This design comes from an exercise in tuning for small area, a short achievable clock period and few clock cycles on the open sky130 flow, not from production work. At most, simulation tests tie the RTL to the original design; equivalence was not proved. Power is estimated from default activity; no workload was simulated.

==> inputs of run P <==
// gefd
module gefd (
    input  wire        clk,
    input  wire        rst,
    input  wire        in_valid,
    input  wire [2:0]  in_kind,
    input  wire [3:0]  in_addr,
    input  wire [32:0] in_data,
    output wire        in_ready,
    output reg         tx_valid,
    output wire [7:0]  tx_data,
    output reg         err_valid,
    output reg  [2:0]  err_code,
    output reg  [15:0] err_info,
    output reg         cell_valid,
    output reg  [31:0] cell_data,
    output reg         frame_valid,
    output reg         frame_occ,
    output reg         frame_mot,
    output reg  [31:0] frame_cnt,
    output reg  [15:0] frame_n,
    output reg         trig_valid,
    output reg  [31:0] trig_cnt
);
==> flow/config.mk <==
export PLATFORM = sky130hd
export DESIGN_NAME = gefd
export DESIGN_NICKNAME = gefd
export VERILOG_FILES = /design/flow/design.v
export SDC_FILE = /design/flow/constraint.sdc
export NUM_CORES = 8
export LEC_CHECK = 0
export CAP_MARGIN = 20
export CORE_MARGIN = 2
export CORE_UTILIZATION = 55
export CTS_BUF_LIST = sky130_fd_sc_hd__clkbuf_16
export CTS_CLUSTER_DIAMETER = 100
export CTS_CLUSTER_SIZE = 24
export SLEW_MARGIN = 20
==> flow/constraint.sdc <==
create_clock -name core_clock -period 18.0 [get_ports {clk}]
set_input_delay 3.6000 -clock core_clock [delete_from_list [all_inputs] [get_ports {clk}]]
set_output_delay 3.6000 -clock core_clock [all_outputs]
set_load 0.01 [all_outputs]
standard.sh (not shown) runs the stock make flow with config.mk's settings and CLKGATE_MAP_FILE= SYNTH_SCRIPT=/design/flow/synth_recipe.tcl, a recipe that flattens the netlist after the stock synthesis.
==> flow/flow/run.sh <==
#!/bin/bash
# The standard layout (the standard.sh, all steps unchanged), except that the port
# buffers the placement step inserts are sky130_fd_sc_hd__buf_4 cells instead of the
# default choice. make's full output goes to flow_make.log; each ORFS step keeps its own
# log under orfs/logs/.
set -euo pipefail
export BUFFER_PORTS_ARGS="-buffer_cell sky130_fd_sc_hd__buf_4"
bash standard.sh > flow_make.log 2>&1
==> run Z: changes against run P <==
--- a/flow/design.v
+++ b/flow/design.v
@@ -80,17 +80,17 @@
     reg [15:0] ya, yd;
     reg        sa, sd;
     reg        any_big;
     reg [75:0] as_, ac_, ds_, dc_;
     reg [75:0] racc;
     reg        mot_en, mot_ex, occ_en, occ_ex;
     reg        cm_done_flag, fin_flag;    
     reg        fv_fin, fv_out;            
-    reg        sl_act, sl_d;
+    reg        sl_act, sl_d, sl_grab;
     reg [4:0]  sl_t;
     reg [6:0]  sl_g;
     reg        ff_act, ne_small;
     reg        np_act, np_st;    
     reg [1:0]  np_i;
     reg [3:0]  ff;
     reg        q_act;
     reg [3:0]  q_pc;
@@ -315,21 +315,21 @@
     wire        s1d_s = s1_d[32];
     wire [32:0] s1d_y = s1_d ^ {33{s1d_s}};
     wire        s1_big = (s1a_y[31:16] != 16'd0) || (prevvalid && s1d_y[32:16] != 17'd0);
     integer k;
     wire q_sq_load = q_act && q_sq && q_sub == 3'd0;
     wire q_sq_sub1 = q_act && q_sq && q_sub == 3'd1;
     wire [36:0] t_y = tsum[36:0] ^ {37{tsum[37]}};
     wire        t_small = (t_y[36:16] == 21'd0);
-    assign sm_x  = sl_act ? (sl_d ? {{5{s1_d[32]}}, s1_d} : {{6{sr0[31]}}, sr0}) : q_xr;
+    assign sm_x  = q_xr;
     wire        qxr_s = q_xr[37];
     wire [36:0] qxr_y = q_xr[36:0] ^ {37{qxr_s}};
     wire        qxr_small = (qxr_y[36:16] == 21'd0);
-    assign sm_go = (sl_act && sl_t == 5'd0 && sl_g != 7'd64) || (np_act && !np_st) ||
+    assign sm_go = sl_grab || (np_act && !np_st) ||
                    (q_act && q_sq && q_sub == 3'd2 && !q_small);
     always @(posedge clk) begin
         ya <= 16'd0; sa <= 1'b0;
         yd <= 16'd0; sd <= 1'b0;
         if (s1) begin
             ya   <= s1a_y[15:0]; sa <= s1a_s;
             yd   <= s1d_y[15:0]; sd <= s1d_s;
             tsum <= (s1_first ? 38'sd0 : tsum) + {{6{sr0[31]}}, sr0};
@@ -339,17 +339,20 @@
             4'd1: begin yd <= cfg_e2[15:0]; sd <= 1'b0; end
             4'd2: begin yd <= cfg_e3[15:0]; sd <= 1'b0; end
             4'd3: begin yd <= t_y[15:0]; sd <= tsum[37]; end
             4'd5: begin ya <= cfg_e0[15:0]; sa <= 1'b0; end
             4'd8: begin ya <= cfg_e1[15:0]; sa <= 1'b0; end
             default: ;
             endcase
         end
-        q_xr <= q_x;
+        if (sl_act && sl_t == 5'd0)
+            q_xr <= sl_d ? {{5{s1_d[32]}}, s1_d} : {{6{sr0[31]}}, sr0};
+        else
+            q_xr <= q_x;
         if (q_sq_sub1) begin
             if (qxr_small) begin
                 if (q_unita) begin ya <= qxr_y[15:0]; sa <= qxr_s; end
                 else         begin yd <= qxr_y[15:0]; sd <= qxr_s; end
             end
             q_small <= qxr_small;
         end
         if ((q_act && !q_sq && q_w == 2'd2 && q_pc == 4'd12) || (ff_act && ff == 4'd12))
@@ -435,17 +438,17 @@
             pend <= 1'b0; eb <= 1'b0;
             p1_rd <= 1'b0; p1_ins <= 1'b0; p1_ins_first <= 1'b0; p1_emit <= 1'b0; p1_first <= 1'b0;
             p1c <= 6'd0; p1_last <= 1'b0;
             s1 <= 1'b0; s1_first <= 1'b0; s1_last <= 1'b0;
             s2 <= 1'b0; s2_first <= 1'b0; s2_last <= 1'b0;
             any_big <= 1'b0;
             mot_en <= 1'b0; mot_ex <= 1'b0; occ_en <= 1'b0; occ_ex <= 1'b0;
             cm_done_flag <= 1'b0; fin_flag <= 1'b0; fv_fin <= 1'b0; fv_out <= 1'b0;
-            sl_act <= 1'b0; ff_act <= 1'b0; ff <= 4'd0; ne_small <= 1'b0; sl_d <= 1'b0; sl_t <= 5'd0; sl_g <= 7'd0;
+            sl_act <= 1'b0; sl_grab <= 1'b0; ff_act <= 1'b0; ff <= 4'd0; ne_small <= 1'b0; sl_d <= 1'b0; sl_t <= 5'd0; sl_g <= 7'd0;
             q_act <= 1'b0; q_pc <= 4'd0; q_sub <= 3'd0; q_w <= 2'd0;
             np_act <= 1'b0; np_st <= 1'b0; np_i <= 2'd0;
             cm_act <= 1'b0; cmc <= 6'd0; ob_pend <= 1'b0; ob_act <= 1'b0; oc <= 7'd0;
             tg_act <= 1'b0; tg_hit <= 1'b0; tgc <= 3'd0;
         end else begin
             tx_valid    <= 1'b0;
             err_valid   <= 1'b0;
             cell_valid  <= 1'b0;
@@ -655,16 +658,17 @@
                 end
                 default: ;
                 endcase
             end
             if (sl_act) begin
                 sl_t <= (sl_t == 5'd24) ? 5'd0 : sl_t + 5'd1;
                 if (sl_t == 5'd0 && sl_g != 7'd64)
                     sl_g  <= sl_g + 7'd1;
+                sl_grab <= (sl_t == 5'd0 && sl_g != 7'd64);
                 if (sl_t == 5'd24 && sl_g == 7'd64) begin
                     if (!sl_d && prevvalid) begin
                         sl_d <= 1'b1; sl_g <= 7'd0; sl_t <= 5'd0;
                     end else begin
                         sl_act <= 1'b0;
                         cm_act <= 1'b1; cmc <= 6'd0;
                         q_act <= 1'b1; q_pc <= 4'd0; q_sub <= 3'd0; q_w <= 2'd0;
                     end
==> flow/run.sh (new file) <==
#!/bin/bash
# synth_recipe.tcl (not shown) runs the flow's synth.tcl, then flattens the netlist and writes it again
# the make line also repeats each setting of config.mk as NAME=value (left out here)
make -C /OpenROAD-flow-scripts/flow DESIGN_CONFIG=/design/flow/config.mk WORK_HOME=/design/flow/orfs CLKGATE_MAP_FILE= SYNTH_SCRIPT=/design/flow/synth_recipe.tcl finish
removed: flow/flow/run.sh
removed: flow/standard.sh
==> run M: changes against run P <==
Settings changed: CORE_UTILIZATION 55 to 40.
==> qor summary <==
metric	run Z	run M	run P
Fillers	31110	48610	30870
Transition at the pin with the smallest max-transition slack	1247 ps	1236 ps	1269 ps
Leakage power of the design	91.19 nW	90.72 nW	90.75 nW
Part of the total power dissipated in the clock network	0.330	0.330	0.329
Run status	complete, no violations	complete, no violations	complete, no violations
Clock network area share	0.04012	0.04020	0.04081
Combined global-route utilization of all metal layers	0.2660	0.1971	0.2730
Buffers, non-clock	448	434	435
FF+latch count, synth	6813	6812	6812
Start point of the worst min-delay path	srv[273]	prv[660]	srv[335]
Max Freq	0.1791 GHz	0.1823 GHz	0.1825 GHz
Internal portion of total power	19.35 mW	19.38 mW	19.39 mW
Reg-to-reg startpoint	w_c[0]	srv[0]	srv[0]
Final period util	0.3102	0.3047	0.3045
Comb pwr share	0.027	0.029	0.029
Number of cells in the design after placement	20950	22940	20960
Vertical extent of the die	630.3 um	737.8 um	629.8 um
Number of clock sinks	6813	6812	6812
Power dissipated by switching net loads	5.269 mW	5.383 mW	5.352 mW
Area share of and/or/nand/nor cells after synthesis	0.07281	0.07476	0.07476
Number of tap instances	5220	7181	5197
ANT cells	17	32	17
Testbench counts of run Z, summed over its fixed seeds: cycles 57,968.
No functional check of the RTL was part of run P and run M.

==> what the ideal ports hide <==
How much do the figures lean on ideal ports? The routed layouts below were timed once more, with nothing changed but the port constraints.
Step 1: set_driving_cell puts a clkbuf_16 on clk and a buf_2 on each other input, an assumption about the parent block.
Step 2 moves the port delays by t, midway between the first and last clock arrival at a register: inputs arrive t later, outputs are due t later. That takes back most of the time a late clock gives input paths.
Three values: ideal ports, drivers, drivers and shift; two values: the first two.
run | t, ns | slack for setup (ns) | cell pins on the clock port's net
run P | 1.089 | 12.519 / 12.445 / 11.862 | 1
run Z | 1.093 | 12.416 / 12.290 / 11.742 | 1
run M | 1.111 | 12.515 / 12.514 / 11.820 | 1
After both steps every run listed still meets setup and hold. The setup slack of run M, which loses most, moves by -0.001 ns with the drivers and by -0.695 ns with both steps.
